From an optimization exercise on the open Yosys and OpenROAD flow, aimed at small area, a short achievable clock period and few clock cycles; shortcuts taken in it are not production practice.
The RTL was checked by simulation tests, not by an equivalence proof against the original design.
Power and IR drop assume default switching activity.

## run 1
==> flow/design.v <==
module evsub_tga (
    input  wire        clk,
    input  wire        rst_n,       
    input  wire        tirq,        
    input  wire        sf_valid,    
    output wire        sf_ready,    
    input  wire [73:0] sf_data,     
    input  wire        sf_err,      
    output wire        ev_valid,    
    input  wire        ev_ready,    
    output wire [39:0] ev_data,     
    output wire        halted       
);
    localparam [2:0] K_PPRESS = 3'd0;
    localparam [2:0] K_PMOVE  = 3'd1;
    localparam [2:0] K_PREL   = 3'd2;
    localparam [2:0] K_PEXIT  = 3'd3;
    localparam [2:0] K_KPRESS = 3'd4;
    localparam [2:0] K_KREL   = 3'd5;
    function [1:0] keyzone;
        input [15:0] x;
        begin
            if (x < 16'd107)      keyzone = 2'd0;
            else if (x < 16'd214) keyzone = 2'd1;
            else if (x < 16'd320) keyzone = 2'd2;
            else                  keyzone = 2'd3;
        end
    endfunction
    reg tirq_q;
    reg tirq_pend;
    reg in_sess;
    reg halt_r;
    wire tirq_fall = tirq_q & ~tirq;
    wire start     = ~in_sess & ~halt_r & (tirq_pend | tirq_fall);
    reg        hv, tv;
    reg [1:0]  hn, tn;              
    reg [32:0] hp0, hp1, tp0, tp1;  
    assign sf_ready = in_sess & ~tv;
    wire take     = sf_valid & sf_ready;
    wire take_ok  = take & ~sf_err;
    wire [1:0]  in_n  = sf_data[73:72];
    wire [32:0] in_p0 = sf_data[68:36];
    wire [32:0] in_p1 = sf_data[32:0];
    always @(posedge clk) begin
        tirq_q <= tirq;
        if (!rst_n) begin
            tirq_pend <= 1'b0;
            in_sess   <= 1'b0;
            halt_r    <= 1'b0;
        end else begin
            tirq_pend <= start ? (tirq_pend & tirq_fall) : (tirq_pend | tirq_fall);
            if (take) begin
                if (sf_err) begin
                    halt_r  <= 1'b1;
                    in_sess <= 1'b0;
                end else if (in_n == 2'd0) begin
                    in_sess <= 1'b0;
                end
            end else if (start) begin
                in_sess <= 1'b1;
            end
        end
    end
    assign halted = halt_r;
    reg  [1:0]  active;
    reg         ptr_valid;
    reg         ptr_id;
    reg  [31:0] last0, last1;       
    reg  [1:0]  lv;                 
    reg  [5:0]  done;               
    reg  [1:0]  wr;                 
    reg         outv;
    reg  [2:0]  o_kind;
    reg  [1:0]  o_key;
    reg         o_id;               
    reg         o_s0, o_s1;         
    wire [31:0] o_xy = (last0 & {32{o_s0}}) | (last1 & {32{o_s1}});
    assign ev_valid = outv;
    assign ev_data  = {2'b00, o_kind, o_key, 1'b0, o_xy};
    wire        v0  = hn[1] | hn[0];
    wire        v1  = hn[1];
    wire        id0 = hp0[32];
    wire        id1 = hp1[32];
    wire [31:0] xy0 = hp0[31:0];
    wire [31:0] xy1 = hp1[31:0];
    wire gy0 = (hp0[15:8] == 8'd0) & (hp0[7:4] != 4'hF);    
    wire gy1 = (hp1[15:8] == 8'd0) & (hp1[7:4] != 4'hF);
    wire [1:0] kz0 = keyzone(hp0[31:16]);
    wire [1:0] kz1 = keyzone(hp1[31:16]);
    wire [1:0] kzl0 = keyzone(last0[31:16]);
    wire [1:0] kzl1 = keyzone(last1[31:16]);
    wire eqA0 = lv[0] & (xy0 == last0);
    wire eqA1 = lv[1] & (xy0 == last1);
    wire eqB0 = lv[0] & (xy1 == last0);
    wire eqB1 = lv[1] & (xy1 == last1);
    wire eqL0 = id0 ? eqA1 : eqA0;      
    wire eqL1 = id1 ? eqB1 : eqB0;      
    wire same = (id0 == id1);
    wire G0 = v0 & gy0;
    wire G1 = v1 & gy1;
    wire B0 = v0 & ~gy0 & (kz0 != 2'd3);
    wire B1 = v1 & ~gy1 & (kz1 != 2'd3);
    wire act_id0 = id0 ? active[1] : active[0];
    wire act_id1 = id1 ? active[1] : active[0];
    wire set0  = G0 & ~ptr_valid & ~act_id0;
    wire pv1   = ptr_valid | set0;
    wire pid1  = set0 ? id0 : ptr_id;
    wire c_g0  = G0 & pv1 & (pid1 == id0);
    wire e_g0  = c_g0 & ~eqL0;
    wire set1  = G1 & ~pv1 & ~act_id1;
    wire pv2   = pv1 | set1;
    wire pid2  = set1 ? id1 : pid1;
    wire c_g1  = G1 & pv2 & (pid2 == id1);
    wire g0m   = e_g0 & same & ~done[0];
    wire e_g1  = c_g1 & (g0m | ~eqL1);
    wire act1_id1 = act_id1 | wr[id1] | g0m;
    wire ptr_id0 = pv2 & (pid2 == id0);
    wire ptr_id1 = pv2 & (pid2 == id1);
    wire e_b0  = B0 & ~ptr_id0 & ~act_id0;
    wire e_b1  = B1 & ~ptr_id1 & ~act_id1 & ~(e_b0 & same);
    wire [1:0] proc = {(v0 & id0) | (v1 & id1), (v0 & ~id0) | (v1 & ~id1)};
    wire r0  = active[0] & ~proc[0];
    wire r1  = active[1] & ~proc[1];
    wire rp0 = r0 & pv2 & ~pid2;
    wire rp1 = r1 & pv2 & pid2;
    wire [5:0] f   = {r1, r0, e_b1, e_b0, e_g1, e_g0};
    wire [5:0] rem = f & ~done;
    wire [5:0] sel = rem & ~{rem[4:0], 1'b0} & ~{rem[3:0], 2'b0} & ~{rem[2:0], 3'b0}
                         & ~{rem[1:0], 4'b0} & ~{rem[0], 5'b0};
    wire [2:0] n_kind = (sel[0] ? {2'b00, act_id0}  : 3'd0)
                      | (sel[1] ? {2'b00, act1_id1} : 3'd0)
                      | ((sel[2] | sel[3]) ? K_KPRESS : 3'd0)
                      | (sel[4] ? (rp0 ? K_PREL : K_KREL) : 3'd0)
                      | (sel[5] ? (rp1 ? K_PREL : K_KREL) : 3'd0);
    wire [1:0] n_key  = (sel[2] ? kz0 : 2'd0)
                      | (sel[3] ? kz1 : 2'd0)
                      | ((sel[4] & ~rp0) ? kzl0 : 2'd0)
                      | ((sel[5] & ~rp1) ? kzl1 : 2'd0);
    wire n_show = sel[0] | sel[1] | (sel[4] & rp0) | (sel[5] & rp1);
    wire none   = (rem == 6'd0);
    wire lastev = ((rem & ~sel) == 6'd0);
    wire o_rel  = (o_s0 | o_s1) & (o_kind == K_PREL);
    wire load   = ~outv | (ev_ready & ~o_rel);
    wire pop    = hv & (none | (load & lastev));
    wire ld     = hv & ~none & load;
    wire wp0  = sel[0] | sel[2];            
    wire wp1  = sel[1] | sel[3];            
    wire wid  = wp1 ? id1 : id0;
    wire wany = wp0 | wp1;
    wire [1:0] wnow = {wany & wid, wany & ~wid};
    wire n_id = (sel[0] | sel[1]) ? wid : o_id;
    wire [1:0] act_n = proc & (active | wr | wnow | {e_b0 & id0, e_b0 & ~id0}
                                                  | {e_b1 & id1, e_b1 & ~id1});
    wire       pv_n  = pv2 & ~(rp0 | rp1);
    always @(posedge clk) begin
        if (!rst_n) begin
            hv        <= 1'b0;
            tv        <= 1'b0;
            outv      <= 1'b0;
            done      <= 6'd0;
            wr        <= 2'b00;
            active    <= 2'b00;
            ptr_valid <= 1'b0;
            ptr_id    <= 1'b0;
            lv        <= 2'b00;
        end else begin
            if (~hv | pop)
                hv <= tv | take_ok;
            if (tv)
                tv <= ~(~hv | pop);
            else
                tv <= take_ok & hv & ~pop;
            if (ld)
                outv <= 1'b1;
            else if (ev_ready & ~o_rel)
                outv <= 1'b0;
            if (pop) begin
                done <= 6'd0;
                wr   <= 2'b00;
                if (hn == 2'd0) begin
                    active    <= 2'b00;
                    ptr_valid <= 1'b0;
                    ptr_id    <= 1'b0;
                    lv        <= 2'b00;
                end else begin
                    active    <= act_n;
                    ptr_valid <= pv_n;
                    ptr_id    <= pid2;
                    lv        <= lv | wnow;
                end
            end else if (ld) begin
                done <= done | {|sel[5:5], |sel[5:4], |sel[5:3], |sel[5:2], |sel[5:1], |sel[5:0]};
                wr   <= wr | wnow;
                lv   <= lv | wnow;
            end
        end
    end
    always @(posedge clk) begin
        if (~hv | pop) begin
            if (tv) begin
                hn <= tn; hp0 <= tp0; hp1 <= tp1;
            end else begin
                hn <= in_n; hp0 <= in_p0; hp1 <= in_p1;
            end
        end
        if (take) begin
            tn <= in_n; tp0 <= in_p0; tp1 <= in_p1;
        end
        if (ld) begin
            o_kind <= n_kind;
            o_key  <= n_key;
            o_s0   <= n_show & ~n_id;
            o_s1   <= n_show &  n_id;
            o_id   <= n_id;
        end else if (ev_ready & o_rel) begin
            o_kind <= K_PEXIT;
            o_s0   <= 1'b0;
            o_s1   <= 1'b0;
        end
        if (ld & wnow[0]) last0 <= wp0 ? xy0 : xy1;
        if (ld & wnow[1]) last1 <= wp0 ? xy0 : xy1;
    end
endmodule
Settings: LEC_CHECK=0, CAP_MARGIN=40, CORE_MARGIN=2, CORE_UTILIZATION=60, CTS_BUF_LIST=sky130_fd_sc_hd__clkbuf_4 sky130_fd_sc_hd__clkbuf_8, SLEW_MARGIN=40; clock period 11.0 ns.
standard.sh (not shown) runs the stock make flow with config.mk's settings and CLKGATE_MAP_FILE= SYNTH_SCRIPT=/design/flow/synth_recipe.tcl, a recipe that flattens the netlist after the stock synthesis.
==> flow/flow/run.sh <==
#!/bin/bash
set -euo pipefail
export BUFFER_PORTS_ARGS="-buffer_cell sky130_fd_sc_hd__buf_1"
export SETUP_SLACK_MARGIN=7.0
bash standard.sh > flow_standard.log 2>&1
Run 1 went all the way through the flow, and no timing, DRC or antenna check failed.
Testbench counts of run 1, summed over its fixed seeds: cycles 9,358.
Edits applied to the flow inputs when going from run 1 to run 2:
Settings: a deleted CTS_BUF_LIST that had been sky130_fd_sc_hd__clkbuf_4 sky130_fd_sc_hd__clkbuf_8; an added ABC_AREA of 1.
Per the comparison of run 2 with run 1, utilization decreased by 1.9 points relative to the old numbers; design area climbed 9.0%; via count of the first global-routing pass climbed 43%.
Run comparison: run 2 capturing instance or port of the critical path hp1[1]$_DFFE_PN_; run 1 capturing instance or port of the critical path ev_data[22]
Changes in run 3 relative to run 2:
Settings: removing ABC_AREA (formerly 1).
==> flow/flow/run.sh <==
#!/bin/bash
set -euo pipefail
export BUFFER_PORTS_ARGS="-buffer_cell sky130_fd_sc_hd__buf_1"
export SETUP_SLACK_MARGIN=6.0
bash standard.sh > flow_standard.log 2>&1
==> comparison <==
Against run 2, run 3 reports a area growth from synthesis to layout that is higher. Level count of the clock H-tree: run 2 vs run 3 — no meaningful difference. A first element of the critical path of hp0[8]$_DFFE_PN_ is what run 3 shows, while ev_ready belongs to run 2. Between run 3 and run 2, it is run 3 whose final cycle utilization of the critical path is higher, by 6.7 points. Run 3 ended up with a lower fill cell total of the finished layout than run 2 did. Run 2 has higher number of well taps than run 3. Between run 3 and run 2, the fraction of area in clock buffers and inverters is lower for run 2. Run 2 → run 3: leakage power figure went down about 30%; hold buffer count at cts held; global-route usage went down 8.9 points; highest clock frequency the design can meet went down about 16%.

-- port drivers added, routing unchanged --
The results above use ideal ports. As a check the final layouts listed here were re-extracted and re-timed, cells and wires unchanged.
Step 1: set_driving_cell puts a clkbuf_16 on clk and a buf_2 on each other input, an assumption about the parent block.
Step 2 also shifts input and output timing later by t, the mid clock arrival at the registers, as if the neighbouring blocks saw the same clock.
Three values: ideal, step 1, step 2; two values: the first two.
run	shift t [ns]	setup slack, ns	latest minus earliest clock arrival (ns)
run 1	0.579	7.094 / 7.050 / 6.660	0.025 / 0.025
run 2	0.572	7.076 / 7.055 / 6.524	0.031 / 0.030
run 3	0.561	6.334 / 6.334 / 6.334	0.022 / 0.021
After both steps every run listed still meets setup and hold. The setup slack of run 2, which loses most, moves by -0.021 ns with the drivers and by -0.552 ns with both steps.
